Background: an optimization exercise with open tools, aiming at a short achievable clock period and few clock cycles. Do not read the settings as production practice.
Function was checked by simulation only, so behaviour that the tests miss may differ from the original.
Power and IR drop assume default switching activity.

==> flow/design.v <==
module frame_responder (
    input  wire        clk,
    input  wire        rst,           
    input  wire        start,         
    output wire        ready,
    output reg         done,          
    output reg         reply,         
    output reg  [15:0] rx_lat,        
    output wire [1:0]  sess_state,    
    output reg  [10:0] tx_addr,
    input  wire [7:0]  tx_rdata,
    output reg         stg_we,
    output reg  [10:0] stg_addr,
    output reg  [7:0]  stg_wdata,
    output reg         st_req,
    output reg  [1:0]  st_cmd,        
    output reg  [24:0] st_addr,
    output reg  [7:0]  st_wdata,
    output reg  [9:0]  st_name_len,
    input  wire        st_gnt,
    input  wire [7:0]  st_rdata,
    input  wire        st_ok
);
    localparam [15:0] LAT_ARP = 16'd276;
    localparam [1:0] SESS_NONE = 2'd0, SESS_RD = 2'd1, SESS_WR = 2'd2;
    localparam [1:0] CMD_OPEN_RD = 2'd0, CMD_OPEN_WR = 2'd1,
                     CMD_READ    = 2'd2, CMD_WRITE   = 2'd3;
    localparam [2:0] S_IDLE   = 3'd0,
                     S_CLASS  = 3'd1,    
                     S_NAME   = 3'd2,    
                     S_OPEN   = 3'd3,    
                     S_OPW1   = 3'd4,    
                     S_OPW2   = 3'd5,    
                     S_RUN    = 3'd6;    
    localparam [1:0] K_NONE = 2'd0, K_CLASS = 2'd1, K_NAME = 2'd2, K_STR = 2'd3;
    function [5:0] cseq(input [1:0] mode, input [3:0] c);
        if (mode == SESS_RD) begin
            case (c)
                4'd0: cseq = 6'd46;  4'd1: cseq = 6'd47;
                4'd2: cseq = 6'd14;  4'd3: cseq = 6'd15;
                4'd4: cseq = 6'd16;  4'd5: cseq = 6'd25;
                4'd6: cseq = 6'd38;  4'd7: cseq = 6'd39;
                4'd8: cseq = 6'd44;  default: cseq = 6'd45;
            endcase
        end else begin
            case (c)
                4'd0: cseq = 6'd14;  4'd1: cseq = 6'd15;
                4'd2: cseq = 6'd16;  4'd3: cseq = 6'd25;
                4'd4: cseq = 6'd38;  4'd5: cseq = 6'd39;
                4'd6: cseq = 6'd44;  4'd7: cseq = 6'd45;
                4'd8: cseq = 6'd46;  4'd9: cseq = 6'd47;
                4'd10: cseq = 6'd40; default: cseq = 6'd41;
            endcase
        end
    endfunction
    function [3:0] clen(input [1:0] mode);
        case (mode)
            SESS_NONE: clen = 4'd8;
            SESS_RD:   clen = 4'd10;
            default:   clen = 4'd12;
        endcase
    endfunction
    function [5:0] hnext(input [5:0] a);
        case (a)
            6'd17:   hnext = 6'd20;
            6'd39:   hnext = 6'd42;
            6'd47:   hnext = 6'd0;
            6'd1:    hnext = 6'd18;
            6'd19:   hnext = 6'd40;
            default: hnext = a + 6'd1;
        endcase
    endfunction
    reg [2:0]  state;
    reg        ready_r;
    reg [1:0]  sess;
    reg [1:0]  mode;            
    reg [9:0]  pre1;            
    reg [1:0]  sess_new;
    reg        op_arp, op_rrq, op_data, op_ack;    
    assign ready      = ready_r;
    assign sess_state = sess;
    reg [7:0]  tx_q;
    reg [7:0]  rdat_q;
    reg        rok_q;
    reg        rsp_v, rv_q;
    reg [3:0]  ci;              
    reg [1:0]  arp_iss;         
    reg        g_et, g_ip, g_blk, g_ulen, g_arp;
    reg        f14_08, f15_06, f15_00, f22_00, f23_01, f16_45, f25_11;
    reg        f38_00, f38_4a, f39_45, f39_4d, f44_00;
    reg        f45_1, f45_2, f45_3, f45_4;
    reg [15:0] blk;
    reg [15:0] ulen;
    reg        blk_nz, ulen_ok, ulen_nz12, ulen_full;
    reg [15:0] blkm1, blkp1;
    reg [9:0]  ulen_m12;
    reg        dec_drop, dec_arp, dec_name, dec_data, dec_ack;
    reg        pre_ok;          
    reg [3:0]  npre;            
    reg [9:0]  nis;             
    reg        nis_end;         
    reg        nfound;
    reg [9:0]  nlen;
    reg        name_bad;
    reg        prev_dot;
    reg [9:0]  nrep;            
    reg [15:0] blk_rep;
    reg [15:0] frame_len, ip_len, udp_len_r;
    reg        str_on;          
    reg        commit;          
    reg [5:0]  h;               
    reg [5:0]  haddr;           
    reg        h_left;
    reg [9:0]  b;               
    reg        b_left;
    reg [9:0]  pay_left;        
    reg        pay_nz;
    reg [1:0]  k0, k1, k2;
    reg        p0, p1, p2;      
    reg [9:0]  s0, s1, s2;
    reg        h0;              
    reg [9:0]  d1, d2;
    reg        uc1, uc2;
    reg [7:0]  cv1, cv2;
    reg [17:0] fq [0:7];
    reg [2:0]  fwp, frp;
    reg [3:0]  fcnt;
    reg        f_empty, f_credit;
    reg [7:0]  sq [0:15];
    reg [4:0]  swp, srp;        
    reg [9:0]  wleft;
    reg        wzero;
    reg        wr_mode;
    reg        rd_mode;
    reg        rd_idone;        
    reg        rd_fin;          
    reg [9:0]  krsp;
    reg [9:0]  kpop;
    reg [7:0]  rq [0:15];
    reg [3:0]  rwp, rrp;
    reg [4:0]  rcnt;
    reg        r_empty, r_room;
    reg [9:0] dmap;
    reg       ucmap;
    reg [7:0] cvmap;
    always @(*) begin
        dmap  = s0;
        ucmap = 1'b0;
        cvmap = 8'h00;
        if (h0) begin
            dmap[9:6] = 4'd0;
            if (op_arp) begin
                case (s0[5:0])
                    6'd22: begin ucmap = 1'b1; cvmap = 8'h00; end
                    6'd23: begin ucmap = 1'b1; cvmap = 8'h02; end
                    6'd24, 6'd25, 6'd26, 6'd27, 6'd28, 6'd29,
                    6'd30, 6'd31, 6'd32, 6'd33:
                        dmap[5:0] = s0[5:0] + 6'd10;
                    6'd34: begin dmap = 10'd24; ucmap = 1'b1; cvmap = 8'h00; end
                    6'd35: begin dmap = 10'd25; ucmap = 1'b1; cvmap = 8'h11; end
                    6'd36: begin dmap = 10'd26; ucmap = 1'b1; cvmap = 8'h22; end
                    6'd37: begin dmap = 10'd27; ucmap = 1'b1; cvmap = 8'h33; end
                    6'd38: begin dmap = 10'd28; ucmap = 1'b1; cvmap = 8'h44; end
                    6'd39: begin dmap = 10'd29; ucmap = 1'b1; cvmap = 8'h55; end
                    6'd40, 6'd41, 6'd42, 6'd43:
                        dmap[5:0] = s0[5:0] - 6'd10;
                    default: ;
                endcase
            end else begin
                case (s0[5:0])
                    6'd0:  begin ucmap = 1'b1; cvmap = frame_len[7:0]; end
                    6'd1:  begin ucmap = 1'b1; cvmap = frame_len[15:8]; end
                    6'd2, 6'd3, 6'd4, 6'd5, 6'd6, 6'd7:
                        dmap[5:0] = s0[5:0] + 6'd6;
                    6'd8, 6'd9, 6'd10, 6'd11, 6'd12, 6'd13:
                        dmap[5:0] = s0[5:0] - 6'd6;
                    6'd18: begin ucmap = 1'b1; cvmap = ip_len[15:8]; end
                    6'd19: begin ucmap = 1'b1; cvmap = ip_len[7:0]; end
                    6'd28, 6'd29, 6'd30, 6'd31:
                        dmap[5:0] = s0[5:0] + 6'd4;
                    6'd32, 6'd33, 6'd34, 6'd35:
                        dmap[5:0] = s0[5:0] - 6'd4;
                    6'd36, 6'd37:
                        dmap[5:0] = s0[5:0] + 6'd2;
                    6'd38: begin dmap = 10'd36; ucmap = 1'b1; cvmap = 8'h4A; end
                    6'd39: begin dmap = 10'd37; ucmap = 1'b1; cvmap = 8'h4D; end
                    6'd40: begin ucmap = 1'b1; cvmap = udp_len_r[15:8]; end
                    6'd41: begin ucmap = 1'b1; cvmap = udp_len_r[7:0]; end
                    6'd44: begin ucmap = 1'b1; cvmap = 8'h00; end
                    6'd45: begin ucmap = 1'b1; cvmap = (op_rrq || op_ack) ? 8'd3 : 8'd4; end
                    6'd46: begin ucmap = 1'b1; cvmap = blk_rep[15:8]; end
                    6'd47: begin ucmap = 1'b1; cvmap = blk_rep[7:0]; end
                    default: ;
                endcase
            end
        end
    end
    wire et_arp    = f14_08 && f15_06;
    wire et_ip     = f14_08 && f15_00;
    wire ip_ok     = f16_45 && f25_11 &&
                     ((f38_00 && f39_45) || (f38_4a && f39_4d));
    wire tftp_op1  = f44_00 && f45_1;
    wire tftp_op2  = f44_00 && f45_2;
    wire tftp_op3  = f44_00 && f45_3;
    wire tftp_op4  = f44_00 && f45_4;
    wire data_ok   = ulen_ok && blk_nz;
    wire tftp_any  = tftp_op1 || tftp_op2 || tftp_op3 || tftp_op4;
    wire ip_go     = g_et && et_ip && g_ip && ip_ok;
    wire c_arp     = g_et && et_arp && g_arp && f22_00 && f23_01;
    wire c_name    = ip_go && (tftp_op1 || tftp_op2) && (mode == SESS_NONE);
    wire c_data    = ip_go && tftp_op3 && (mode == SESS_WR) && g_ulen && data_ok;
    wire cap_last  = (state == S_CLASS) && (k2 == K_CLASS);
    wire c_data_now = cap_last && (s2[5:0] == 6'd41) && ip_go && tftp_op3 &&
                      (mode == SESS_WR) && blk_nz &&
                      ({ulen[15:8], tx_q} >= 16'd12) && ({ulen[15:8], tx_q} <= 16'd524);
    wire c_arp_now = cap_last && (s2[5:0] == 6'd23) && g_et && et_arp && f22_00 &&
                     (tx_q == 8'h01);
    wire c_ack     = ip_go && tftp_op4 && (mode == SESS_RD);
    wire c_drop    = (g_et && !et_arp && !et_ip) ||
                     (g_et && et_arp && g_arp && !(f22_00 && f23_01)) ||
                     (g_et && et_ip && g_ip &&
                      (!ip_ok || !tftp_any ||
                       ((tftp_op1 || tftp_op2) && mode != SESS_NONE) ||
                       (tftp_op3 && mode != SESS_WR) ||
                       (tftp_op3 && g_ulen && !data_ok) ||
                       (tftp_op4 && mode != SESS_RD)));
    wire nb_zero   = (tx_q == 8'h00);
    wire nb_dot    = (tx_q == 8'h2E);
    wire nb_bad    = (tx_q == 8'h2F) || (tx_q == 8'h5C) || (prev_dot && nb_dot);
    wire name_ret  = (k2 == K_NAME) && !nfound &&
                     (state == S_CLASS || state == S_NAME);
    wire       credit   = f_credit;
    wire [4:0] sdiff    = swp - srp;
    wire       s_empty  = (swp == srp);
    reg        s_credit_r;      
    wire       scredit  = s_credit_r;
    wire [4:0] swp_n    = swp + {4'b0, p2};
    wire       iss_b    = str_on && credit && b_left && (!pay_nz || scredit);
    wire       iss_h    = str_on && credit && !iss_b && h_left;
    wire       acc      = st_req && st_gnt;
    wire       rd_resp  = rd_mode && rv_q && !rd_fin;
    wire       rd_data  = rd_resp && rok_q;
    wire       rq_pop   = commit && rd_mode && !r_empty;
    wire       rq_byp   = 1'b0;
    wire       rq_push  = rd_data;
    wire       fpush    = (k2 == K_STR);
    wire       fpop     = commit && !f_empty && !rq_pop && !rq_byp;
    wire       spush    = p2;
    wire       sfree    = !st_req || acc;
    wire       spop     = wr_mode && sfree && !s_empty;
    wire       stream_idle = !h_left && !b_left && (k0 != K_STR) &&
                             (k1 != K_STR) && (k2 != K_STR) && f_empty;
    wire       wr_idle  = !wr_mode || wzero;
    wire       rd_idle  = !rd_mode || (rd_fin && r_empty);
    wire [3:0] fcnt_n   = fcnt + {3'b0, fpush} - {3'b0, fpop};
    wire [4:0] rcnt_n   = rcnt + {4'b0, rq_push} - {4'b0, rq_pop};
    wire       run_end  = (state == S_RUN) && stream_idle && wr_idle && rd_idle;
    always @(posedge clk) begin
        s1  <= s0;
        d1  <= dmap;
        uc1 <= ucmap;
        cv1 <= cvmap;
        s2  <= s1;
        d2  <= d1;
        uc2 <= uc1;
        cv2 <= cv1;
        if (state == S_CLASS && k2 == K_CLASS) begin
            case (s2[5:0])
                6'd14: f14_08 <= (tx_q == 8'h08);
                6'd15: begin f15_06 <= (tx_q == 8'h06);
                             f15_00 <= (tx_q == 8'h00); end
                6'd22: f22_00 <= (tx_q == 8'h00);
                6'd23: f23_01 <= (tx_q == 8'h01);
                6'd16: f16_45 <= (tx_q == 8'h45);
                6'd25: f25_11 <= (tx_q == 8'h11);
                6'd38: begin f38_00 <= (tx_q == 8'h00);
                             f38_4a <= (tx_q == 8'h4A); end
                6'd39: begin f39_45 <= (tx_q == 8'h45);
                             f39_4d <= (tx_q == 8'h4D); end
                6'd44: f44_00 <= (tx_q == 8'h00);
                6'd45: begin f45_1 <= (tx_q == 8'd1);
                             f45_2 <= (tx_q == 8'd2);
                             f45_3 <= (tx_q == 8'd3);
                             f45_4 <= (tx_q == 8'd4); end
                6'd46: blk[15:8] <= tx_q;
                6'd47: begin blk[7:0] <= tx_q;
                             blk_nz <= (blk[15:8] != 8'd0) || (tx_q != 8'd0);
                             blkm1  <= {blk[15:8], tx_q} - 16'd1;
                             blkp1  <= {blk[15:8], tx_q} + 16'd1; end
                6'd40: ulen[15:8] <= tx_q;
                6'd41: begin ulen[7:0] <= tx_q;
                             ulen_ok   <= ({ulen[15:8], tx_q} >= 16'd12) &&
                                          ({ulen[15:8], tx_q} <= 16'd524);
                             ulen_m12  <= {ulen[9:8], tx_q} - 10'd12;
                             ulen_nz12 <= ({ulen[15:8], tx_q} != 16'd12);
                             ulen_full <= ({ulen[15:8], tx_q} == 16'd524);
                             pre_ok    <= ({ulen[15:8], tx_q} >= 16'd24); end
                default: ;
            endcase
        end
    end
    always @(posedge clk) begin
        tx_q   <= tx_rdata;
        rdat_q <= st_rdata;
        rok_q  <= st_ok;
        if (fpush)
            fq[fwp] <= {d2, uc2 ? cv2 : tx_q};
        if (spush)
            sq[swp[3:0]] <= tx_q;
        if (rq_push)
            rq[rwp] <= rdat_q;
        frame_len <= 16'd46 + {6'd0, nrep};
        ip_len    <= 16'd32 + {6'd0, nrep};
        udp_len_r <= 16'd12 + {6'd0, nrep};
    end
    task finish(input rep);
        reg [1:0] m;
        begin
            m = rep ? sess_new : sess;
            state    <= S_IDLE;
            ready_r  <= 1'b1;
            done     <= 1'b1;
            reply    <= rep;
            if (rep)
                sess <= sess_new;
            str_on   <= 1'b0;
            commit   <= 1'b0;
            wr_mode  <= 1'b0;
            rd_mode  <= 1'b0;
            st_req   <= 1'b0;
            k0       <= K_CLASS;
            k1       <= K_NONE;
            k2       <= K_NONE;
            p0       <= 1'b0;
            p1       <= 1'b0;
            p2       <= 1'b0;
            tx_addr  <= {5'd0, cseq(m, 4'd0)};
            s0       <= {4'd0, cseq(m, 4'd0)};
            pre1     <= {4'd0, cseq(m, 4'd1)};
            b_left   <= (m != SESS_RD);
            nrep     <= (m == SESS_RD) ? 10'd512 : 10'd0;
        end
    endtask
    always @(posedge clk) begin
        if (rst) begin
            sess        <= SESS_NONE;
            done        <= 1'b0;
            reply       <= 1'b0;
            rx_lat      <= 16'd0;
            stg_we      <= 1'b0;
            stg_addr    <= 11'd0;
            stg_wdata   <= 8'd0;
            st_cmd      <= 2'd0;
            st_addr     <= 25'd0;
            st_wdata    <= 8'd0;
            st_name_len <= 10'd0;
            rsp_v       <= 1'b0;
            rv_q        <= 1'b0;
            dec_drop    <= 1'b0;
            dec_arp     <= 1'b0;
            dec_name    <= 1'b0;
            dec_data    <= 1'b0;
            dec_ack     <= 1'b0;
            sess_new    <= SESS_NONE;
            state       <= S_IDLE;
            ready_r     <= 1'b1;
            str_on      <= 1'b0;
            commit      <= 1'b0;
            wr_mode     <= 1'b0;
            rd_mode     <= 1'b0;
            st_req      <= 1'b0;
            k0          <= K_CLASS;
            k1          <= K_NONE;
            k2          <= K_NONE;
            p0          <= 1'b0;
            p1          <= 1'b0;
            p2          <= 1'b0;
            tx_addr     <= 11'd14;
            s0          <= 10'd14;
            pre1        <= 10'd15;
            b_left      <= 1'b1;
            nrep        <= 10'd0;
            ci          <= 4'd1;
            arp_iss     <= 2'd0;
            g_et <= 1'b0; g_ip <= 1'b0; g_blk <= 1'b0;
            g_ulen <= 1'b0; g_arp <= 1'b0;
            nis         <= 10'd48;
            nis_end     <= 1'b0;
            nfound      <= 1'b0;
            name_bad    <= 1'b0;
            prev_dot    <= 1'b0;
            h           <= 6'd0;
            haddr       <= 6'd2;
            h_left      <= 1'b1;
            b           <= 10'd48;
            b_left      <= 1'b1;
            pay_left    <= 10'd0;
            pay_nz      <= 1'b0;
            nrep        <= 10'd0;
            rd_fin      <= 1'b0;
            rd_idone    <= 1'b0;
            krsp        <= 10'd0;
            kpop        <= 10'd0;
            wzero       <= 1'b1;
            fwp <= 3'd0; frp <= 3'd0; fcnt <= 4'd0; f_empty <= 1'b1; f_credit <= 1'b1;
            swp <= 5'd0; srp <= 5'd0; s_credit_r <= 1'b1;
            rwp <= 4'd0; rrp <= 4'd0; rcnt <= 5'd0; r_empty <= 1'b1; r_room <= 1'b1;
        end else begin
            done   <= 1'b0;
            stg_we <= 1'b0;
            k0  <= K_NONE;
            p0  <= 1'b0;
            h0  <= 1'b0;
            k1  <= k0;
            p1  <= p0;
            k2  <= k1;
            p2  <= p1;
            if (iss_b) begin
                tx_addr <= {1'b0, b};
                s0      <= b;
                k0      <= K_STR;
                p0      <= pay_nz;
                b       <= b + 10'd1;
                b_left  <= (b != 10'd559);
                if (pay_nz) begin
                    pay_left <= pay_left - 10'd1;
                    pay_nz   <= (pay_left != 10'd1);
                end
            end else if (iss_h) begin
                tx_addr <= {5'd0, haddr};
                s0      <= {4'd0, haddr};
                k0      <= K_STR;
                h0      <= 1'b1;
                haddr   <= hnext(haddr);
                h       <= h + 6'd1;
                h_left  <= (h != 6'd47);
            end
            if (fpush)
                fwp <= fwp + 3'd1;
            if (fpop)
                frp <= frp + 3'd1;
            fcnt     <= fcnt_n;
            f_empty  <= (fcnt_n == 4'd0);
            f_credit <= (fcnt_n < 4'd5);
            if (rq_byp) begin
                stg_we    <= 1'b1;
                stg_addr  <= 11'd48 + {1'b0, kpop};
                stg_wdata <= rdat_q;
                kpop      <= kpop + 10'd1;
            end else if (rq_pop) begin
                stg_we    <= 1'b1;
                stg_addr  <= 11'd48 + {1'b0, kpop};
                stg_wdata <= rq[rrp];
                kpop      <= kpop + 10'd1;
            end else if (fpop) begin
                stg_we    <= 1'b1;
                stg_addr  <= {1'b0, fq[frp][17:8]};
                stg_wdata <= fq[frp][7:0];
            end
            s_credit_r <= ((swp_n - srp) < 5'd9);
            if (spush)
                swp <= swp + 5'd1;
            if (spop)
                srp <= srp + 5'd1;
            if (wr_mode) begin
                if (acc) begin
                    st_addr[8:0] <= st_addr[8:0] + 9'd1;
                    wleft        <= wleft - 10'd1;
                    wzero        <= (wleft == 10'd1);
                end
                if (sfree) begin
                    st_req <= !s_empty;
                    if (!s_empty)
                        st_wdata <= sq[srp[3:0]];
                end
            end
            rsp_v <= rd_mode && acc;
            rv_q  <= rsp_v;
            if (rq_push)
                rwp <= rwp + 4'd1;
            if (rq_pop)
                rrp <= rrp + 4'd1;
            rcnt     <= rcnt_n;
            r_empty  <= (rcnt_n == 5'd0);
            r_room   <= (rcnt_n < 5'd12);
            if (rd_mode) begin
                if (acc) begin
                    st_addr[8:0] <= st_addr[8:0] + 9'd1;
                    if (st_addr[8:0] == 9'd511)
                        rd_idone <= 1'b1;
                end
                st_req <= !rd_fin && !rd_idone &&
                          !(acc && st_addr[8:0] == 9'd511) && r_room;
                if (rd_resp) begin
                    if (rok_q) begin
                        krsp <= krsp + 10'd1;
                        if (krsp == 10'd511) begin
                            rd_fin   <= 1'b1;
                            sess_new <= SESS_RD;
                            b_left   <= 1'b0;
                            rx_lat   <= 16'd68 + 16'd512;
                        end
                    end else begin
                        rd_fin   <= 1'b1;
                        st_req   <= 1'b0;
                        nrep     <= krsp;
                        sess_new <= SESS_NONE;
                        b        <= 10'd48 + krsp;
                        b_left   <= 1'b1;
                        rx_lat   <= 16'd68 + {6'd0, krsp};
                        if (h >= 6'd42) begin
                            h      <= 6'd42;
                            haddr  <= 6'd0;
                            h_left <= 1'b1;
                        end
                    end
                end
            end
            dec_drop <= (state == S_CLASS) && c_drop;
            dec_arp  <= (state == S_CLASS) && (c_arp || c_arp_now);
            dec_name <= (state == S_CLASS) && c_name;
            dec_data <= (state == S_CLASS) && (c_data || c_data_now);
            dec_ack  <= (state == S_CLASS) && c_ack;
            if (name_ret) begin
                if (!nb_zero) begin
                    prev_dot <= nb_dot;
                    if (nb_bad)
                        name_bad <= 1'b1;
                end
                if (nb_zero || s2 == 10'd559) begin
                    nfound <= 1'b1;
                    nlen   <= nb_zero ? (s2 - 10'd48) : 10'd512;
                end
            end
            case (state)
            S_IDLE: begin
                k0 <= K_CLASS;
                sess_new <= sess;
                mode     <= sess;
                arp_iss  <= 2'd0;
                g_et <= 1'b0; g_ip <= 1'b0; g_blk <= 1'b0;
                g_ulen <= 1'b0; g_arp <= 1'b0;
                nis      <= 10'd48;
                nis_end  <= 1'b0;
                nfound   <= 1'b0;
                name_bad <= 1'b0;
                prev_dot <= 1'b0;
                npre     <= 4'd0;
                h        <= 6'd0;
                haddr    <= 6'd2;
                h_left   <= 1'b1;
                b        <= 10'd48;
                pay_left <= 10'd0;
                pay_nz   <= 1'b0;
                rd_fin   <= 1'b0;
                rd_idone <= 1'b0;
                krsp     <= 10'd0;
                kpop     <= 10'd0;
                wzero    <= 1'b1;
                fwp <= 3'd0; frp <= 3'd0; fcnt <= 4'd0; f_empty <= 1'b1; f_credit <= 1'b1;
                swp <= 5'd0; srp <= 5'd0; s_credit_r <= 1'b1;
                rwp <= 4'd0; rrp <= 4'd0; rcnt <= 5'd0; r_empty <= 1'b1; r_room <= 1'b1;
                if (start) begin
                    state   <= S_CLASS;
                    ready_r <= 1'b0;
                    k2      <= K_NONE;
                    ci      <= 4'd2;
                    tx_addr <= {1'b0, pre1};
                    s0      <= pre1;
                end
            end
            S_CLASS: begin
                if (k2 == K_CLASS) begin
                    case (s2[5:0])
                        6'd15: g_et   <= 1'b1;
                        6'd23: g_arp  <= 1'b1;
                        6'd45: g_ip   <= 1'b1;
                        6'd47: begin
                            g_blk <= 1'b1;
                            if (mode == SESS_RD) begin
                                rd_mode <= 1'b1;
                                st_req  <= 1'b1;
                                st_cmd  <= CMD_READ;
                                st_addr <= {blk[15:8], tx_q, 9'd0};
                            end
                        end
                        6'd41: g_ulen <= 1'b1;
                        default: ;
                    endcase
                end
                if (g_et && et_arp && arp_iss != 2'd2) begin
                    tx_addr <= (arp_iss == 2'd0) ? 11'd22 : 11'd23;
                    s0      <= (arp_iss == 2'd0) ? 10'd22 : 10'd23;
                    k0      <= K_CLASS;
                    arp_iss <= arp_iss + 2'd1;
                end else if (ci != clen(mode)) begin
                    tx_addr <= {5'd0, cseq(mode, ci)};
                    s0      <= {4'd0, cseq(mode, ci)};
                    k0      <= K_CLASS;
                    ci      <= ci + 4'd1;
                end else if (mode == SESS_NONE && !nfound && !nis_end) begin
                    tx_addr <= {1'b0, nis};
                    s0      <= nis;
                    k0      <= K_NAME;
                    nis     <= nis + 10'd1;
                    nis_end <= (nis == 10'd559);
                end else if (mode == SESS_WR && !dec_drop && !dec_arp &&
                             !dec_data && s_credit_r && f_credit && npre != 4'd12) begin
                    tx_addr <= {1'b0, b};
                    s0      <= b;
                    k0      <= K_STR;
                    p0      <= 1'b1;
                    b       <= b + 10'd1;
                    npre    <= npre + 4'd1;
                end
                if (dec_drop) begin
                    finish(1'b0);
                end else if (dec_arp) begin
                    op_arp   <= 1'b1;
                    op_rrq   <= 1'b0;
                    op_data  <= 1'b0;
                    op_ack   <= 1'b0;
                    state    <= S_RUN;
                    str_on   <= 1'b1;
                    commit   <= 1'b1;
                    b_left   <= 1'b1;
                    rx_lat   <= LAT_ARP;
                    rd_mode  <= 1'b0;
                    st_req   <= 1'b0;
                    rcnt     <= 5'd0;
                    r_empty  <= 1'b1;
                    r_room   <= 1'b1;
                    sess_new <= mode;
                end else if (dec_name) begin
                    op_arp  <= 1'b0;
                    op_rrq  <= tftp_op1;
                    op_data <= 1'b0;
                    op_ack  <= 1'b0;
                    state   <= S_NAME;
                end else if (dec_data) begin
                    op_arp   <= 1'b0;
                    op_rrq   <= 1'b0;
                    op_data  <= 1'b1;
                    op_ack   <= 1'b0;
                    state    <= S_RUN;
                    str_on   <= 1'b1;
                    commit   <= 1'b1;
                    blk_rep  <= blk;
                    if (pre_ok) begin
                        pay_left <= ulen_m12 - {6'd0, npre};
                        pay_nz   <= (ulen_m12 != {6'd0, npre});
                    end else begin
                        pay_left <= ulen_m12;
                        pay_nz   <= ulen_nz12;
                        b        <= 10'd48;
                        k1       <= K_NONE;
                        k2       <= K_NONE;
                        p1       <= 1'b0;
                        p2       <= 1'b0;
                        fwp <= 3'd0; frp <= 3'd0; fcnt <= 4'd0; f_empty <= 1'b1; f_credit <= 1'b1;
                        swp <= 5'd0; srp <= 5'd0; s_credit_r <= 1'b1;
                    end
                    wleft    <= ulen_m12;
                    wzero    <= !ulen_nz12;
                    wr_mode  <= 1'b1;
                    st_cmd   <= CMD_WRITE;
                    st_addr  <= {blkm1, 9'd0};
                    rx_lat   <= 16'd68;
                    if (!ulen_full)
                        sess_new <= SESS_NONE;
                end else if (dec_ack) begin
                    op_arp  <= 1'b0;
                    op_rrq  <= 1'b0;
                    op_data <= 1'b0;
                    op_ack  <= 1'b1;
                    state   <= S_RUN;
                    str_on  <= 1'b1;
                    commit  <= 1'b1;
                    blk_rep <= blkp1;
                end
            end
            S_NAME: begin
                if (!nfound && !nis_end) begin
                    tx_addr <= {1'b0, nis};
                    s0      <= nis;
                    k0      <= K_NAME;
                    nis     <= nis + 10'd1;
                    nis_end <= (nis == 10'd559);
                end
                if (nfound || (name_ret && nb_zero)) begin
                    if (name_bad) begin
                        finish(1'b0);
                    end else begin
                        state       <= S_OPEN;
                        st_req      <= 1'b1;
                        st_cmd      <= op_rrq ? CMD_OPEN_RD : CMD_OPEN_WR;
                        st_name_len <= nfound ? nlen : (s2 - 10'd48);
                        str_on      <= 1'b1;
                        k0          <= K_NONE;
                        if (op_rrq) begin
                            blk_rep <= 16'd1;
                            nrep    <= 10'd512;
                            b_left  <= 1'b0;
                        end else begin
                            blk_rep <= 16'd0;
                            nrep    <= 10'd0;
                        end
                    end
                end
            end
            S_OPEN: begin
                if (st_gnt) begin
                    state  <= S_OPW1;
                    if (op_rrq) begin
                        rd_mode <= 1'b1;
                        st_req  <= 1'b1;
                        st_cmd  <= CMD_READ;
                        st_addr <= 25'd0;
                    end else begin
                        st_req  <= 1'b0;
                    end
                end
            end
            S_OPW1: begin
                state <= S_OPW2;
            end
            S_OPW2: begin
                if (!rok_q) begin
                    finish(1'b0);
                end else begin
                    state  <= S_RUN;
                    commit <= 1'b1;
                    if (!op_rrq) begin
                        sess_new <= SESS_WR;
                        rx_lat   <= 16'd68;
                    end
                end
            end
            S_RUN: begin
                if (run_end)
                    finish(1'b1);
            end
            default: begin
                state   <= S_IDLE;
                ready_r <= 1'b1;
            end
            endcase
        end
    end
endmodule
==> flow/run.sh <==
#!/bin/bash
# synth_recipe.tcl (not shown) runs the flow's synth.tcl, then flattens the netlist and writes it again
# the make line also repeats each setting of config.mk as NAME=value (left out here)
make -C /OpenROAD-flow-scripts/flow DESIGN_CONFIG=/design/flow/config.mk WORK_HOME=/design/flow/orfs CLKGATE_MAP_FILE= SYNTH_SCRIPT=/design/flow/synth_recipe.tcl finish
==> flow/config.mk <==
export PLATFORM = sky130hd
export DESIGN_NAME = frame_responder
export DESIGN_NICKNAME = frame_responder
export VERILOG_FILES = /design/flow/design.v
export SDC_FILE = /design/flow/constraint.sdc
export NUM_CORES = 4
export LEC_CHECK = 0
export ABC_CLOCK_PERIOD_IN_PS = 2500
export CAP_MARGIN = 20
export CORE_MARGIN = 2
export CORE_UTILIZATION = 55
export SETUP_SLACK_MARGIN = 5
export SLEW_MARGIN = 20
==> flow/constraint.sdc <==
create_clock -name core_clock -period 7.0 [get_ports {clk}]
set_input_delay 1.4000 -clock core_clock [delete_from_list [all_inputs] [get_ports {clk}]]
set_output_delay 1.4000 -clock core_clock [all_outputs]
set_load 0.01 [all_outputs]
==> key figures, run 1 <==
Critical path
  • Critical path type: register to output pin
  • Required time of the critical path: 5.60 ns
  • Worst path arrival time: 1.17 ns
  • Critical path's top delay family: flip-flops
  • CP endpoint kind: output pin
  • Crit path from: st_cmd[0]
  • Crit-path cells: buf_6
  • CP Launch Type: register
  • Reg-to-reg startpoint: ci[3]
  • Worst path slowest cell: dfxtp_4
  • Max FO, Critical Path: 2
  • Buf/Inv on CP: 1
  • CP max stage delay: 0.42 ns

Synthesis
  • Syn Std Cell Area: 0.0402 mm^2
  • Seq/Total Area, Yosys: 0.589
  • Asr flop ratio synth: 0
  • Synth unique cells: 98
  • Yosys reg bits: 917
  • Syn avg cell area: 12.1 um^2
  • Synth top area cells: edfxtp_1, dfxtp_1, mux4_2
  • Area leader, netlist: edfxtp_1
  • Synth Warn #: 1
  • Main synth FF type: edfxtp_1
  • Syn Nets: 3,441
  • EDFF count, synth: 532
  • Share of the synthesized area in the top cell type: 0.397
  • Synth Instances: 3,330

STA
  • Peak Freq: 389 MHz
  • TNS Setup: 0 ns
  • Min cycle time layout: 2.57 ns
  • # setup viols final: 0
  • Tightest Pin Transition: 1.00 ns
  • RSZ-0062 raised after global routing: yes
  • Slew Limit Fails: 0
  • Hold Vio Cnt, Final: 0
  • Max transition margin: 0.326
  • Period Utilization, post-route: 0.368
  • Final Skew: 0.0184 ns

Clocking
  • Worst-path clk slew: 0.06 ns
  • CTS buffer count: 94
  • Clock latency on the worst-skew pair: 0.64 ns
  • CTS tree: yes
  • CTS Hold Bufs: 0
  • Clock Sinks: 917
  • Clk buf depth: 3
  • Root buffer cell: clkbuf_16
  • H-tree depth: 3

Placed design
  • GPL Wtd Cong: 0.928
  • HPWL after DPL: 75.3 mm
  • PortBufs: 118
  • Post-placement cell count: 4,249

Drt
  • WL final: 127 mm
  • 1st-iter DRT viols: 3,150
  • Residual DRC count: 0
  • Antenna Nets Post-Route: 0
  • Wire per inst: 26.5 um
  • First-pass DRT Iterations: 8
  • Vias per cell: 6.35
  • Total number of vias: 30,500

Flow run
  • Number of max-cap violations: 0

GRT
  • Pin count of the biggest net entering global routing: 41
  • First-pass GRT wire length: 184 mm
  • Gr ovfl total: 0
  • Antenna violations before repair: 5
  • Vias in the first global route: 29,300
  • Total track usage: 0.325

Finish
  • Finished Core Util: 0.737
  • Layout area overhead: 33.3%
  • Nets: 3,878
  • Layout Cells excl Fill: 4,807
  • Layout cells sized above 1: 0.397

Min path
  • HP Start: d1[5]
  • Hold Path Class: register to register

Power and ir drop
  • Worst VDD drop: 0.234 mV
  • Static Leak: 18.4 nW
  • PwrDens: 278 mW/mm^2

Run status
  • Outcome: timing/DRC/antenna clean

Die
  • Die Width: 274 um
  • Die area: 0.0753 mm^2
  • Top Ports: 119
  • Chip Height: 274 um
  • Initial Util: 0.553
  • Core area: 0.0727 mm^2
  • Rows: 99
[layout make-up]
cell class                      instances  area (um^2)
Sequential cell                       917        24000
Fill cell                            4595        19100
Multi-Input combinational cell       2115        18900
Timing Repair Buffer                  536         5820
Clock buffer                          119         2620
Tap cell                              959         1200
Clock inverter                         55          611
Inverter                              100          488
Timing Repair inverter                  3         26.3
Antenna cell                            3         7.51
[flip-flops by register name (all words and copies together), names as in the netlist, 11 cells and up, named ones only]
register / cells
sq: 128
rq: 128
blk: 16
st_addr: 25
rx_lat: 16
stg_addr: 11
fq: 144
blkm1: 15
tx_addr: 11
blk_rep: 16
blkp1: 16
udp_len_r: 11
[cells in the mapped netlist, drive strengths merged, types with 7 or more instances]
master and n:
dfxtp 385, o2bb2ai 10, or2 9, nor2 349, nand4b 9, nor4b 7, nand3 72, o21a 7
a22oi 29, nand4 35, o221ai 26, clkbuf 144, xor2 76, a31oi 31, a211oi 41, nor2b 35
a21oi 171, ha 85, nor4 34, o22ai 11, a21o 15, a222oi 24, inv 97, nor3b 13
a21boi 9, o211ai 17, and3 39, or3 11, mux2 29, and2 41, o31ai 9, nor3 56
nand2 254, xnor2 89, a311oi 7, edfxtp 532, nand2b 35, o21ai 131, mux2i 50, mux4 116
buf 60, o2111ai 12
[kinds of logic (layout without fill, tap and decap cells)]
logic type	after synthesis	count (layout)	synth area share
xor gates and xnor gates	165	165	0.0359
and+or+nand+nor	1025	1030	0.124
buffers and inverters	304	813	0.0301
DFF	917	917	0.589
adders and majority gates	90	90	0.0289
AOI/OAI and AO/OA	634	635	0.106
other	0	3	0
muxes	195	195	0.0855
[power by group]
group	total, mW	switching, mW	leakage (nW)	internal (mW)
Clock	5.20	2.11	1.58	3.09
Sequential	6.21	0.277	7.98	5.94
Combinational	3.47	2.10	8.87	1.37
Total	14.9	4.49	18.4	10.4
[through the flow]
stage                     worst slack [ns]  power, mW  cell area [um^2]  hold WS [ns]
final                                 4.43       14.9             53600         0.326
after global routing                  4.42       15.3             53600         0.330
after CTS                             4.42       14.4             51300         0.325
after detailed placement              2.53       8.36             43100         0.312
after global placement                2.68       8.33             43100         0.311
after floorplan                       4.23       7.70             41700         0.310
[final timing paths]
kind,endpoint,cells after the start,slack [ns]
worst max-delay path,st_cmd[0],1,4.43
worst min-delay path,d2[5],0,0.33
worst max register to register,s0[5],9,4.52
worst min register to register,d2[5],0,0.33
[metal layers]
layer  share of wire  vias up  global-route usage
li1                -    13300                   -
met1            0.39    15300               0.435
met2            0.48     1480               0.534
met3           0.084      407              0.0538
met4           0.044        2               0.124
met5        0.000055        -                   0
[repair_timing]
action / in CTS / in global routing
endpoints found under the hold margin: 0 / 0
resized for setup: 1149 / 299
cloned: 21 / 10
setup buffers: 257 / 93
setup endpoints to repair: 741 / 558
pin swaps: 193 / 159
[cell usage in the layout (no fill, tap or decap), drive strengths merged, types with 24 or more instances in the layout]
cell and n:
a211oi 41, a21oi 171, a222oi 24, a22oi 29, a31oi 31, and2 42
and3 40, buf 507, clkbuf 125, clkinv 40, dfxtp 385, edfxtp 532
ha 85, inv 96, mux2 29, mux2i 50, mux4 116, nand2 257
nand2b 35, nand3 72, nand4 35, nor2 349, nor2b 35, nor3 56
nor4 34, o21ai 132, o221ai 26, xnor2 89, xor2 76
Testbench counts, summed over its fixed seeds: cycles 283,971.
==> run 2, diff against run 1 <==
--- a/flow/design.v
+++ b/flow/design.v
@@ -32,5 +32,6 @@
                      S_OPW1   = 3'd4,    
                      S_OPW2   = 3'd5,    
-                     S_RUN    = 3'd6;    
+                     S_RUN    = 3'd6,    
+                     S_DROP   = 3'd7;    
     localparam [1:0] K_NONE = 2'd0, K_CLASS = 2'd1, K_NAME = 2'd2, K_STR = 2'd3;
     function [5:0] cseq(input [1:0] mode, input [3:0] c);
@@ -239,4 +240,6 @@
     wire       iss_h    = str_on && credit && !iss_b && h_left;
     wire       acc      = st_req && st_gnt;
+    wire       pend     = st_req && !st_gnt;
+    wire       can_end  = !pend;
     wire       rd_resp  = rd_mode && rv_q && !rd_fin;
     wire       rd_data  = rd_resp && rok_q;
@@ -255,5 +258,5 @@
     wire [3:0] fcnt_n   = fcnt + {3'b0, fpush} - {3'b0, fpop};
     wire [4:0] rcnt_n   = rcnt + {4'b0, rq_push} - {4'b0, rq_pop};
-    wire       run_end  = (state == S_RUN) && stream_idle && wr_idle && rd_idle;
+    wire       run_end  = (state == S_RUN) && stream_idle && wr_idle && rd_idle && can_end;
     always @(posedge clk) begin
         s1  <= s0;
@@ -409,4 +412,5 @@
             done   <= 1'b0;
             stg_we <= 1'b0;
+            st_req <= pend;
             k0  <= K_NONE;
             p0  <= 1'b0;
@@ -490,5 +494,5 @@
                         rd_idone <= 1'b1;
                 end
-                st_req <= !rd_fin && !rd_idone &&
+                st_req <= pend || !rd_fin && !rd_idone &&
                           !(acc && st_addr[8:0] == 9'd511) && r_room;
                 if (rd_resp) begin
@@ -503,5 +507,5 @@
                     end else begin
                         rd_fin   <= 1'b1;
-                        st_req   <= 1'b0;
+                        st_req   <= pend;
                         nrep     <= krsp;
                         sess_new <= SESS_NONE;
@@ -615,5 +619,9 @@
                 end
                 if (dec_drop) begin
-                    finish(1'b0);
+                    rd_mode <= 1'b0;
+                    if (can_end)
+                        finish(1'b0);
+                    else
+                        state <= S_DROP;
                 end else if (dec_arp) begin
                     op_arp   <= 1'b1;
@@ -627,5 +635,4 @@
                     rx_lat   <= LAT_ARP;
                     rd_mode  <= 1'b0;
-                    st_req   <= 1'b0;
                     rcnt     <= 5'd0;
                     r_empty  <= 1'b1;
@@ -727,5 +734,9 @@
             S_OPW2: begin
                 if (!rok_q) begin
-                    finish(1'b0);
+                    rd_mode <= 1'b0;
+                    if (can_end)
+                        finish(1'b0);
+                    else
+                        state <= S_DROP;
                 end else begin
                     state  <= S_RUN;
@@ -741,4 +752,8 @@
                     finish(1'b1);
             end
+            S_DROP: begin
+                if (can_end)
+                    finish(1'b0);
+            end
             default: begin
                 state   <= S_IDLE;
@@ -746,4 +761,6 @@
             end
             endcase
+            if (pend)
+                st_req <= 1'b1;
         end
     end
==> run 2 against run 1 <==
Still clean. Flip-flop and latch count unchanged. Synthesized cell count decreased by 0.39%. Non-clock buffer count increased by 6. Sequential share of layout area decreased by 0.12 points. Routed wire length increased by 2.5%. Critical endpoint is now commit. Largest cell class unchanged.
==> key figures, run 2 <==
Run status
  • Outcome: timing/DRC/antenna clean

Finish
  • Nets: 3,872 (-0.15%)
  • Most common cell after layout, fill and taps aside: edfxtp_1
  • Layout cells sized above 1: 0.384 (-0.0133)
  • Most frequent cells in the layout: edfxtp_1, dfxtp_1, nor2_1
  • Layout area overhead: 34.1%
  • Layout filler cell count: 4,505 (-2.0%)
  • Max FFs per register: 144 (unchanged)
  • Biggest register: fq
  • Final Cell Area: 0.0537 mm^2 (+0.25%)

Clocking
  • Clock Sinks: 917 (unchanged)
  • Root buffer cell: clkbuf_16
  • CTS tree: yes
  • Clock latency on the worst-skew pair: 0.66 ns (+0.02 ns)
  • CTS Hold Bufs: 0 (unchanged)
  • CTS buffer count: 93 (-1.1%)
  • Worst-path clk slew: 0.07 ns (about the same)
  • Clk buf depth: 3 (unchanged)
  • H-tree depth: 3 (unchanged)

Synthesis
  • Asr flop ratio synth: 0 (unchanged)
  • Share of the synthesized area in the top cell type: 0.399 (+0.00130)
  • Seq/Total Area, Yosys: 0.591 (+0.00193)
  • Synth unique cells: 91 (-7.1%)
  • Synth top cells by count: edfxtp_1, dfxtp_1, nor2_1
  • Synth Warn #: 1 (unchanged)
  • Syn Std Cell Area: 0.0401 mm^2 (-0.33%)
  • Cell with the most instances after synthesis: edfxtp_1
  • Main synth FF type: edfxtp_1
  • Yosys reg bits: 917 (unchanged)
  • Syn Nets: 3,429 (-0.35%)
  • Synth Instances: 3,317 (-0.39%)
  • Synth top area cells: edfxtp_1, dfxtp_1, mux4_2
  • Area leader, netlist: edfxtp_1
  • Syn avg cell area: 12.1 um^2 (about the same)
  • EDFF count, synth: 532 (unchanged)

Critical path
  • CP Launch Type: register
  • Buf/Inv on CP: 1 (unchanged)
  • Critical path type: register to register
  • Max FO, Critical Path: 28 (+26)
  • Critical path's top delay family: simple AND/OR/NAND/NOR gates
  • Crit-path cells: buf_12 > nor2b_2 > nand2_1 > o311ai_1 > nor3_4 > mux2i_1 > nor2_1
  • CP max stage delay: 0.77 ns (+0.35 ns)
  • CP endpoint kind: register
  • Worst path arrival time: 3.26 ns (+2.09 ns)
  • Required time of the critical path: 7.54 ns (+1.94 ns)
  • Worst path slowest cell: o311ai_1

Die
  • Core area: 0.0719 mm^2 (-1.2%)
  • Initial Util: 0.558 (+0.00477)
  • Chip Height: 274 um (-0.16%)
  • Die Width: 274 um (-0.16%)
  • Top Ports: 119 (unchanged)
  • Die area: 0.0750 mm^2 (-0.32%)
  • Rows: 98 (-1.0%)

Drt
  • Vias per cell: 6.43 (+1.3%)
  • WL final: 131 mm (+2.5%)
  • Antenna Nets Post-Route: 0 (unchanged)
  • First-pass DRT Iterations: 7 (-1)
  • Residual DRC count: 0 (unchanged)
  • 1st-iter DRT viols: 3,772 (+20%)
  • Total number of vias: 30,800 (+0.94%)
  • Wire per inst: 27.3 um (+2.8%)

GRT
  • Total track usage: 0.338 (+0.0128)
  • Pin count of the biggest net entering global routing: 55 (+34%)
  • Antenna violations before repair: 10 (+5)
  • Gr ovfl total: 0 (unchanged)
  • Vias in the first global route: 30,100 (+2.9%)
  • First-pass GRT wire length: 190 mm (+3.4%)

Power and ir drop
  • PwrDens: 298 mW/mm^2 (+7.4%)
  • Final Power: 16.0 mW (+7.7%)
  • Worst VDD drop: 0.248 mV (+6.0%)
  • Static Leak: 18.7 nW (+1.3%)

STA
  • TNS Setup: 0 ns (unchanged)
  • Tightest Pin Transition: 1.01 ns (+0.0108 ns)
  • Period Utilization, post-route: 0.388 (+0.0204)
  • Post-route setup slack: 4.28 ns (-0.143 ns)
  • Min cycle time layout: 2.72 ns (+0.143 ns)
  • Peak Freq: 368 MHz (-5.3%)
  • Hold Vio Cnt, Final: 0 (unchanged)
  • RSZ-0062 raised after global routing: yes
  • Max transition margin: 0.320 (-0.00623)
  • Min Hold Slack: 0.326 ns (+0.000362 ns)
  • # setup viols final: 0 (unchanged)
  • Slew Limit Fails: 0 (unchanged)
  • Final Skew: 0.0217 ns (+0.00330 ns)

Placed design
  • HPWL after DPL: 76.5 mm (+1.6%)
  • Placed cell area: 0.0431 mm^2 (about the same)
  • Pre-CTS setup slack: 2.96 ns (+0.432 ns)
  • PortBufs: 118 (unchanged)
  • GPL Wtd Cong: 0.945 (+1.8%)

Flow run
  • Number of max-cap violations: 0 (unchanged)

Min path
  • Hold Path Class: register to register
-- run 2: cell types whose count changed after synthesis, sizes merged, moves of 14 or more --
cell	change
a221oi	+27
buf	-20
clkbuf	+25
inv	+15
nand3	+20
nor2	-41
o21ai	-19
xnor2	+14
xor2	-18
-- run 2: metal layers --
metal | vias up | wire length, um | track usage | part of all wire
met5 | - | 189 | 0 | 0.0014
met4 | 13 | 5760 | 0.141 | 0.044
met3 | 436 | 12100 | 0.0760 | 0.092
met2 | 1645 | 62700 | 0.545 | 0.48
met1 | 15400 | 49900 | 0.444 | 0.38
li1 | 13400 | - | - | -
-- run 2: logic make-up after synthesis --
logic type | share of synthesized area
AO/OA/AOI/OAI | 0.106
XOR/XNOR | 0.0352
adder cells (fa/ha/maj) | 0.0292
buffers and inverters | 0.0310
flip-flops | 0.591
multiplexers | 0.0851
AND/OR/NAND/NOR | 0.122
-- run 2: through the flow --
step                      instances   util
after floorplan                3317      -
after global placement         4225  0.600
after detailed placement       4225  0.600
after CTS                      4726  0.727
after global routing           4789  0.748
final                          4792  0.748
-- run 2: power by group --
group / internal (mW) / switching (mW)
Sequential: 6.00 / 0.340
Combinational: 1.83 / 2.47
Clock: 3.24 / 2.16
-- run 2: path summary, 6_finish.rpt --
kind	from	endpoint	slack (ns)	cells past startpoint
hold reg to reg	s1[1]	s2[1]	0.33	0
setup reg to reg	state[0]	commit	4.28	7
hold / removal	s1[1]	s2[1]	0.33	0
setup / recovery	state[0]	commit	4.28	7
-- run 2: cell type report --
cell class / count / area, um^2 / share of cell area
clock inverters: 51 / 656 / 0.0122
diodes: 4 / 10.0 / 0.000186
flip-flops and latches: 917 / 24000 / 0.446
repair buffers: 542 / 6190 / 0.115
inverters: 115 / 527 / 0.00980
multi-input cells: 2090 / 18500 / 0.344
clock buffers: 122 / 2700 / 0.0501
well taps: 950 / 1190 / 0.0221
repair inverters: 1 / 8.76 / 0.000163
-- run 2: timing repair --
| action | 4_1_cts | 5_1_grt |
|---|---|---|
| buffers inserted | 288 | 57 |
| setup endpoints to repair | 782 | 595 |
| endpoints found under the hold margin | 0 | 0 |
| cloned | 40 | 5 |
| pin swaps | 169 | 109 |
| gates resized for setup | 1179 | 212 |
Testbench counts of run 2, summed over its fixed seeds: cycles 283,971.
==> run 3, diff against run 2 <==
--- a/flow/config.mk
+++ b/flow/config.mk
@@ -9,5 +9,5 @@
 export CAP_MARGIN = 20
 export CORE_MARGIN = 2
-export CORE_UTILIZATION = 55
+export CORE_UTILIZATION = 45
 export SETUP_SLACK_MARGIN = 5
 export SLEW_MARGIN = 20
==> run 3 against run 2 <==
Fmax up 4.7%. Synthesized cell count is the same. Clock skew fell by 0.00075 ns. Sequential share of layout area shrank 1.1 points. Worst hold slack got worse by 0.0015 ns. Via count up 0.50%. Setup slack improved by 0.12 ns. First-iteration DRC count down 20%.
==> key figures, run 3 <==
Run status
  • Outcome: timing/DRC/antenna clean

Synthesis
  • Asr flop ratio synth: 0 (unchanged)
  • Synth Instances: 3,317 (unchanged)
  • Syn Nets: 3,429 (unchanged)
  • Seq/Total Area, Yosys: 0.591 (unchanged)
  • Synth top area cells: edfxtp_1, dfxtp_1, mux4_2
  • Cell with the most instances after synthesis: edfxtp_1
  • Synth unique cells: 91 (unchanged)
  • Synth top cells by count: edfxtp_1, dfxtp_1, nor2_1
  • Syn Std Cell Area: 0.0401 mm^2 (unchanged)
  • Share of the synthesized area in the top cell type: 0.399 (unchanged)
  • Complex-gate fraction of the synthesized area: 0.106 (unchanged)
  • Main combinational cell family by area after synthesis: simple AND/OR/NAND/NOR gates
  • Main synth FF type: edfxtp_1
  • Adder-cell share of the synthesized area: 0.0292 (unchanged)
  • Simple-gate share of the synthesized area: 0.122 (unchanged)
  • Synth Warn #: 1 (unchanged)
  • Xor and xnor area share after synthesis: 0.0352 (unchanged)
  • EDFF count, synth: 532 (unchanged)
  • Area leader, netlist: edfxtp_1
  • Syn avg cell area: 12.1 um^2 (unchanged)
  • Proportion of synthesized area in mux cells: 0.0851 (unchanged)
  • Yosys reg bits: 917 (unchanged)

Flow run
  • Number of max-cap violations: 0 (unchanged)

Die
  • Die area: 0.0915 mm^2 (+22%)
  • Rows: 109 (+11%)
  • Top Ports: 119 (unchanged)
  • Chip Height: 302 um (+10%)
  • Die Width: 302 um (+10%)
  • Initial Util: 0.453 (-0.104)
  • Core area: 0.0884 mm^2 (+23%)

Critical path
  • R2r setup slk: 4.44 ns (+0.16 ns)
  • CP max stage delay: 0.39 ns (-0.38 ns)
  • Crit-path cells: buf_6
  • CP Launch Type: register
  • Reg2reg end: s0[0]
  • Reg-to-reg startpoint: tx_q[5]
  • Worst path arrival time: 1.19 ns (-2.07 ns)
  • Crit path from: st_cmd[1]
  • Buf/Inv on CP: 1 (unchanged)
  • Worst path slowest cell: dfxtp_4
  • Critical path's top delay family: flip-flops
  • Critical path type: register to output pin
  • CP endpoint kind: output pin
  • Worst Setup EP: st_cmd[1]
  • Register-to-Register Path Depth: 9 (+2)
  • Worst path depth: 1 (-6)
  • Max FO, Critical Path: 2 (-93%)
  • Required time of the critical path: 5.60 ns (-1.94 ns)

Drt
  • Wire per inst: 26.3 um (-3.5%)
  • WL final: 134 mm (+2.9%)
  • Residual DRC count: 0 (unchanged)
  • 1st-iter DRT viols: 3,005 (-20%)
  • Total number of vias: 31,000 (+0.50%)
  • First-pass DRT Iterations: 7 (unchanged)
  • Antenna Nets Post-Route: 0 (unchanged)
  • Vias per cell: 6.07 (-5.7%)

STA
  • TNS Setup: 0 ns (unchanged)
  • Peak Freq: 385 MHz (+4.7%)
  • Hold Vio Cnt, Final: 0 (unchanged)
  • Slew Limit Fails: 0 (unchanged)
  • Final Skew: 0.0210 ns (-0.000753 ns)
  • Tightest Pin Transition: 0.961 ns (-0.0500 ns)
  • Max transition margin: 0.354 (+0.0335)
  • # setup viols final: 0 (unchanged)
  • RSZ-0062 raised after global routing: yes
  • Period Utilization, post-route: 0.371 (-0.0172)
  • Min cycle time layout: 2.59 ns (-0.121 ns)

Power and ir drop
  • Static Leak: 19.3 nW (+3.1%)
  • PwrDens: 292 mW/mm^2 (-2.0%)
  • Worst VDD drop: 0.236 mV (-4.6%)

Min path
  • Hold Path Class: register to register
  • HP Start: s1[4]

Clocking
  • CTS buffer count: 99 (+6.5%)
  • Clock Sinks: 917 (unchanged)
  • Clock latency on the worst-skew pair: 0.69 ns (+0.03 ns)
  • CTS tree: yes
  • Worst-path clk slew: 0.06 ns (about the same)
  • Clk buf depth: 3 (unchanged)
  • Root buffer cell: clkbuf_16
  • H-tree depth: 3 (unchanged)

Finish
  • Max FFs per register: 144 (unchanged)
  • Layout area overhead: 37.6%
  • Most frequent cells in the layout: edfxtp_1, buf_4, nor2_1
  • Most common cell after layout, fill and taps aside: edfxtp_1
  • Final Cell Area: 0.0551 mm^2 (+2.6%)
  • Nets: 3,965 (+2.4%)
  • Biggest register: fq
  • Layout cells sized above 1: 0.409 (+0.0257)
  • Layout filler cell count: 6,551 (+45%)

GRT
  • Antenna violations before repair: 7 (-3)
  • Pin count of the biggest net entering global routing: 48 (-13%)
  • Gr ovfl total: 0 (unchanged)
  • First-pass GRT wire length: 193 mm (+1.4%)
  • Vias in the first global route: 30,400 (+0.80%)
  • Total track usage: 0.283 (-0.0553)

Placed design
  • GPL Wtd Cong: 0.944 (about the same)
  • Placed cell area: 0.0434 mm^2 (+0.75%)
  • HPWL after DPL: 79.7 mm (+4.2%)
  • PortBufs: 118 (unchanged)
==> run 3: cells by family after synthesis <==
logic type / after synthesis
muxes: 193
adders and majority gates: 91
and+or+nand+nor: 1010
xor gates and xnor gates: 161
DFF: 917
buffers and inverters: 324
AOI/OAI and AO/OA: 621
==> run 3: stage by stage <==
stage	cells	setup slack [ns]	utilization	total power, mW	hold WS, ns
after global routing	5104	4.39	0.624	16.6	0.328
after global placement	4448	2.91	0.492	8.94	0.312
after floorplan	3317	4.08	-	8.10	0.310
final	5108	4.41	0.624	16.1	0.325
after CTS	4954	4.39	0.592	15.5	0.326
after detailed placement	4448	2.85	0.492	8.97	0.312
==> run 3: cell type report <==
class | count | area [um^2] | share of cell area
repair inverters | 2 | 17.5 | 0.000318
well taps | 1165 | 1460 | 0.0264
clock buffers | 145 | 2930 | 0.0532
repair buffers | 627 | 6980 | 0.127
clock inverters | 42 | 378 | 0.00685
inverters | 115 | 544 | 0.00987
multi-input cells | 2091 | 18800 | 0.341
flip-flops and latches | 917 | 24000 | 0.435
diodes | 4 | 10.0 | 0.000182
==> run 3: layer usage <==
| layer | track usage | vias up | share of wire |
|---|---|---|---|
| li1 | - | 13600 | - |
| met1 | 0.362 | 15600 | 0.39 |
| met2 | 0.469 | 1419 | 0.48 |
| met3 | 0.0564 | 405 | 0.076 |
| met4 | 0.120 | 10 | 0.050 |
| met5 | 0 | - | 0.00055 |
==> run 3: worst min path at each step <==
stage	endpoint	slack (ns)	cells past startpoint
floorplan	cv2[0]	0.31	0
global placement	cv2[3]	0.31	0
detailed placement	cv2[3]	0.31	0
CTS	s2[8]	0.33	0
global route	s2[8]	0.33	0
finish	s2[4]	0.32	0
==> run 3: what timing repair did <==
| item | CTS | global route |
|---|---|---|
| pin swaps | 150 | 176 |
| buffers inserted | 278 | 142 |
| cloned | 41 | 8 |
| resized for setup | 1198 | 308 |
| endpoints found under the setup margin | 781 | 540 |
| hold buffers | 0 | 0 |
==> run 3: power breakdown <==
| group | total [mW] | switching, mW | internal [mW] |
|---|---|---|---|
| logic | 4.47 | 2.54 | 1.93 |
| registers | 6.39 | 0.378 | 6.01 |
| clock network | 5.26 | 2.17 | 3.09 |
==> run 4, diff against run 3 <==
--- a/flow/config.mk
+++ b/flow/config.mk
@@ -9,5 +9,5 @@
 export CAP_MARGIN = 20
 export CORE_MARGIN = 2
-export CORE_UTILIZATION = 45
+export CORE_UTILIZATION = 40
 export SETUP_SLACK_MARGIN = 5
 export SLEW_MARGIN = 20
==> run 4 against run 3 <==
Synthesized cell count unchanged. Clock power up 2%. Design area decreased by 0.49%. Worst hold slack worse by 0.0043 ns. Still clean.
==> key figures, run 4 <==
Clocking
  • CTS tree: yes
  • Root buffer cell: clkbuf_16
  • Worst-path clk slew: 0.06 ns (about the same)
  • CTS Hold Bufs: 0 (unchanged)
  • Clock latency on the worst-skew pair: 0.71 ns (+0.02 ns)
  • CTS buffer count: 98 (-1.0%)
  • Clk buf depth: 3 (unchanged)
  • Clock Sinks: 917 (unchanged)
  • H-tree depth: 3 (unchanged)

Finish
  • Biggest register: fq
  • Layout cells sized above 1: 0.395 (-0.0145)
  • Most frequent cells in the layout: edfxtp_1, buf_4, nor2_1
  • Most common cell after layout, fill and taps aside: edfxtp_1
  • Nets: 3,897 (-1.7%)
  • Max FFs per register: 144 (unchanged)
  • Finished Core Util: 0.550 (-0.0736)
  • Layout area overhead: 36.9%

Drt
  • Antenna Nets Post-Route: 0 (unchanged)
  • Residual DRC count: 0 (unchanged)
  • Total number of vias: 30,400 (-1.9%)
  • 1st-iter DRT viols: 3,321 (+11%)
  • WL final: 131 mm (-2.7%)
  • First-pass DRT Iterations: 6 (-1)
  • Wire per inst: 25.3 um (-3.9%)
  • Vias per cell: 5.88 (-3.1%)

Power and ir drop
  • Worst VDD drop: 0.212 mV (-10%)
  • PwrDens: 289 mW/mm^2 (-1.1%)
  • Static Leak: 18.9 nW (-1.7%)

Critical path
  • Worst path slowest cell: dfxtp_4
  • Crit-path cells: buf_6
  • Worst path arrival time: 1.22 ns (+0.03 ns)
  • CP max stage delay: 0.39 ns (about the same)
  • CP endpoint kind: output pin
  • Required time of the critical path: 5.60 ns (about the same)
  • Max FO, Critical Path: 2 (unchanged)
  • Buf/Inv on CP: 1 (unchanged)
  • CP Launch Type: register
  • Critical path type: register to output pin
  • Critical path's top delay family: flip-flops

Synthesis
  • Synth unique cells: 91 (unchanged)
  • Area leader, netlist: edfxtp_1
  • Synth top cells by count: edfxtp_1, dfxtp_1, nor2_1
  • Syn Nets: 3,429 (unchanged)
  • Synth Warn #: 1 (unchanged)
  • Yosys reg bits: 917 (unchanged)
  • Syn Std Cell Area: 0.0401 mm^2 (unchanged)
  • Synth Instances: 3,317 (unchanged)
  • Syn avg cell area: 12.1 um^2 (unchanged)
  • Share of the synthesized area in the top cell type: 0.399 (unchanged)
  • Cell with the most instances after synthesis: edfxtp_1
  • Seq/Total Area, Yosys: 0.591 (unchanged)
  • Synth top area cells: edfxtp_1, dfxtp_1, mux4_2
  • Main synth FF type: edfxtp_1
  • Asr flop ratio synth: 0 (unchanged)
  • EDFF count, synth: 532 (unchanged)

GRT
  • Antenna violations before repair: 3 (-4)
  • First-pass GRT wire length: 189 mm (-1.9%)
  • Total track usage: 0.244 (-0.0391)
  • Vias in the first global route: 28,900 (-4.8%)
  • Pin count of the biggest net entering global routing: 41 (-15%)
  • Gr ovfl total: 0 (unchanged)

Placed design
  • GPL Wtd Cong: 0.934 (-1.1%)
  • HPWL after DPL: 74.9 mm (-6.0%)
  • PortBufs: 118 (unchanged)

Die
  • Top Ports: 119 (unchanged)
  • Rows: 116 (+6.4%)
  • Core area: 0.0997 mm^2 (+13%)
  • Chip Height: 321 um (+6.0%)
  • Die Width: 321 um (+6.0%)
  • Die area: 0.103 mm^2 (+12%)
  • Initial Util: 0.402 (-0.0516)

STA
  • Slew Limit Fails: 0 (unchanged)
  • Hold Vio Cnt, Final: 0 (unchanged)
  • Min cycle time layout: 2.62 ns (+0.0209 ns)
  • RSZ-0062 raised after global routing: yes
  • # setup viols final: 0 (unchanged)
  • Max transition margin: 0.340 (-0.0135)
  • Period Utilization, post-route: 0.374 (+0.00299)
  • TNS Setup: 0 ns (unchanged)
  • Final Skew: 0.0482 ns (+0.0272 ns)
  • Peak Freq: 382 MHz (-0.80%)
  • Tightest Pin Transition: 0.979 ns (+0.0188 ns)

Run status
  • Outcome: timing/DRC/antenna clean

Min path
  • Hold Path Class: register to register

Flow run
  • Number of max-cap violations: 0 (unchanged)
==> run 4: cell types whose count changed in the layout (fill, tap and decap cells not counted), moves of 5 or more <==
cell	change
buf_4	-43
buf_6	-21
o21ai_0	+7
a21oi_2	-8
buf_8	-16
clkbuf_1	+7
nor2_2	+6
bufbuf_16	+7
nor3b_4	+6
nor3b_1	-5
o21ai_1	-5
a21oi_1	+8
==> run 4: final timing paths <==
path                    start           to  slack, ns  cells after the start
hold / removal         cv1[3]       cv2[3]       0.32                      0
setup / recovery  st_addr[10]  st_addr[10]       4.38                      1
setup reg to reg      tx_q[6]           p1       4.45                      9
hold reg to reg        cv1[3]       cv2[3]       0.32                      0
==> run 4: kinds of logic after synthesis <==
kind of cell	after synthesis	synth area share
flops	917	0.591
mux	193	0.0851
compound gates	621	0.106
xor+xnor	161	0.0352
buf+inv	324	0.0310
fa+ha+maj	91	0.0292
simple gates	1010	0.122
==> run 4: what timing repair did <==
item                        CTS  global route
setup endpoints to repair   781           532
pin swaps                   125           174
gates resized for setup    1120           310
buffers inserted            252           104
cloned                       42            12
==> run 4: cell type report <==
cell class | count | area (um^2)
timing repair inverter | 3 | 26.3
clock buffer | 148 | 2880
clock inverter | 38 | 470
tap | 1298 | 1620
inverter | 115 | 532
multi-input combinational | 2091 | 18800
timing repair buffer | 559 | 6480
fill | 7915 | 44900
sequential | 917 | 24000
antenna | 3 | 7.51
==> run 4: where the power goes <==
| group | leakage (nW) | total, mW | switching (mW) | internal (mW) |
|---|---|---|---|---|
| registers | 7.99 | 6.36 | 0.354 | 6.01 |
| logic | 9.30 | 4.16 | 2.38 | 1.78 |
| clock network | 1.63 | 5.35 | 2.23 | 3.12 |
| total | 18.9 | 15.9 | 4.96 | 10.9 |
==> run 4: per-stage QoR <==
stage / hold slack [ns] / area [um^2] / instances / total power, mW / setup WS [ns]
CTS: 0.312 / 52400 / 5053 / 15.3 / 4.35
floorplan: 0.310 / 41800 / 3317 / 8.10 / 4.08
finish: 0.321 / 54900 / 5172 / 15.9 / 4.38
global route: 0.313 / 54900 / 5169 / 16.4 / 4.35
global placement: 0.311 / 43600 / 4573 / 8.88 / 2.77
detailed placement: 0.312 / 43600 / 4573 / 8.88 / 2.73
==> run 4: layer usage <==
layer | global-route usage | vias up | share of wire
li1 | - | 13400 | -
met4 | 0.0825 | 8 | 0.037
met1 | 0.328 | 15100 | 0.41
met3 | 0.0541 | 369 | 0.088
met5 | 0 | - | 0.00035
met2 | 0.388 | 1514 | 0.46
==> run 5, diff against run 4 <==
--- a/flow/config.mk
+++ b/flow/config.mk
@@ -9,5 +9,5 @@
 export CAP_MARGIN = 20
 export CORE_MARGIN = 2
-export CORE_UTILIZATION = 40
+export CORE_UTILIZATION = 50
 export SETUP_SLACK_MARGIN = 5
 export SLEW_MARGIN = 20
==> run 5 against run 4 <==
Count of clock-buffer cells in the layout fell by 12. Synthesized cell count did not move. First-iteration DRC count fell by 6.3%. Utilization rose by 14 points.
==> key figures, run 5 <==
Finish
  • Layout filler cell count: 5,604 (-29%)
  • Max FFs per register: 144 (unchanged)
  • Layout cells sized above 1: 0.401 (+0.00604)
  • Biggest register: fq
  • Most common cell after layout, fill and taps aside: edfxtp_1
  • Layout area overhead: 35.5%
  • Nets: 3,909 (+0.31%)

Synthesis
  • Main synth FF type: edfxtp_1
  • Share of the synthesized area in the top cell type: 0.399 (unchanged)
  • Yosys reg bits: 917 (unchanged)
  • Synth top cells by count: edfxtp_1, dfxtp_1, nor2_1
  • Synth top area cells: edfxtp_1, dfxtp_1, mux4_2
  • Syn avg cell area: 12.1 um^2 (unchanged)
  • Seq/Total Area, Yosys: 0.591 (unchanged)
  • Area leader, netlist: edfxtp_1
  • Cell with the most instances after synthesis: edfxtp_1
  • Syn Nets: 3,429 (unchanged)
  • Asr flop ratio synth: 0 (unchanged)
  • EDFF count, synth: 532 (unchanged)

Drt
  • Wire per inst: 26.8 um (+5.8%)
  • First-pass DRT Iterations: 6 (unchanged)
  • Antenna Nets Post-Route: 0 (unchanged)
  • Total number of vias: 30,600 (+0.73%)
  • WL final: 132 mm (+0.86%)

Critical path
  • Critical path's top delay family: flip-flops
  • CP endpoint kind: output pin
  • R2r setup slk: 4.43 ns (-0.02 ns)
  • Crit-path cells: buf_6
  • Max FO, Critical Path: 2 (unchanged)
  • CP max stage delay: 0.40 ns (about the same)
  • Worst path arrival time: 1.19 ns (-0.03 ns)
  • CP Launch Type: register
  • Worst path slowest cell: dfxtp_4
  • Buf/Inv on CP: 1 (unchanged)

Clocking
  • Root buffer cell: clkbuf_16
  • CTS Hold Bufs: 0 (unchanged)
  • CTS buffer count: 95 (-3.1%)
  • Clock Sinks: 917 (unchanged)
  • CTS tree: yes
  • Clk buf depth: 3 (unchanged)
  • Clock latency on the worst-skew pair: 0.67 ns (-0.04 ns)
  • H-tree depth: 3 (unchanged)
  • Worst-path clk slew: 0.06 ns (about the same)

Die
  • Die area: 0.0824 mm^2 (-20%)
  • Die Width: 287 um (-10%)
  • Core area: 0.0791 mm^2 (-21%)
  • Chip Height: 287 um (-10%)
  • Top Ports: 119 (unchanged)
  • Rows: 103 (-11%)

Power and ir drop
  • Static Leak: 18.9 nW (-0.34%)
  • PwrDens: 290 mW/mm^2 (+0.14%)

Placed design
  • HPWL after DPL: 78.6 mm (+5.0%)
  • Post-placement cell count: 4,332 (-5.3%)
  • GPL Wtd Cong: 0.945 (+1.3%)
  • PortBufs: 118 (unchanged)

STA
  • Hold Vio Cnt, Final: 0 (unchanged)
  • RSZ-0062 raised after global routing: yes
  • Peak Freq: 386 MHz (+1.0%)
  • # setup viols final: 0 (unchanged)
  • Tightest Pin Transition: 0.927 ns (-0.0522 ns)
  • Final Skew: 0.0238 ns (-0.0244 ns)
  • Max transition margin: 0.375 (+0.0352)
  • TNS Setup: 0 ns (unchanged)

GRT
  • Antenna violations before repair: 6 (+3)
  • Total track usage: 0.308 (+0.0640)
  • Gr ovfl total: 0 (unchanged)
  • Vias in the first global route: 29,500 (+2.0%)
  • Pin count of the biggest net entering global routing: 54 (+32%)

Run status
  • Outcome: timing/DRC/antenna clean

Flow run
  • Number of max-cap violations: 0 (unchanged)

Min path
  • Hold Path Class: register to register
run 5: where the power goes:
part	internal (mW)	switching [mW]	leakage, nW
Clock	2.97	2.17	1.58
Sequential	6.01	0.365	7.99
Combinational	1.79	2.43	9.29
Total	10.8	4.96	18.9
run 5: layout make-up:
| type | count | area, um^2 | share of cell area |
|---|---|---|---|
| clock buffer | 136 | 2780 | 0.0512 |
| clock inverter | 44 | 440 | 0.00811 |
| inverter | 115 | 543 | 0.0100 |
| multi-input combinational | 2092 | 18900 | 0.348 |
| sequential | 917 | 24000 | 0.441 |
| tap | 1050 | 1310 | 0.0242 |
| timing repair buffer | 574 | 6350 | 0.117 |
| timing repair inverter | 2 | 17.5 | 0.000323 |
run 5: per-layer routing:
metal  vias to the layer above  wire, um  global-route usage
met5                         -        43                   0
met2                      1404     61700               0.491
li1                      13400         -                   -
met3                       315     11200              0.0565
met4                         6      5450               0.107
met1                     15500     53500               0.424
run 5: metrics by stage:
stage	hold slack [ns]	setup WS, ns	area [um^2]	utilization	power, mW
floorplan	0.310	4.08	41800	-	8.10
global placement	0.312	2.85	43300	0.547	8.91
detailed placement	0.312	2.81	43300	0.547	8.93
CTS	0.325	4.40	51900	0.656	15.2
global route	0.321	4.38	54300	0.686	16.2
finish	0.324	4.41	54300	0.686	15.7
run 5: worst paths after layout:
check | start | endpoint | cells past startpoint
hold reg to reg | d1[2] | d2[2] | 0
setup reg to reg | name_bad | s0[0] | 6
setup / recovery | st_cmd[1] | st_cmd[1] | 1
hold / removal | d1[2] | d2[2] | 0
run 5: cells by family after synthesis:
logic type      share of synthesized area
fa+ha+maj                          0.0292
compound gates                      0.106
simple gates                        0.122
xor+xnor                           0.0352
flops                               0.591
mux                                0.0851
buf+inv                            0.0310
run 5: timing repair:
item | CTS | global route
setup endpoints to repair | 829 | 569
gates cloned | 30 | 18
buffers inserted | 275 | 95
pin swaps | 136 | 159
gates resized for setup | 1155 | 277

Re-timed with assumed drivers on the ports (clkbuf_16 on the clock, buf_2 on other inputs), run 5 has 4.339 ns of setup slack against 4.410 ns with ideal ports, and 3.817 ns once port delays also move by the mid clock arrival of 0.730 ns.
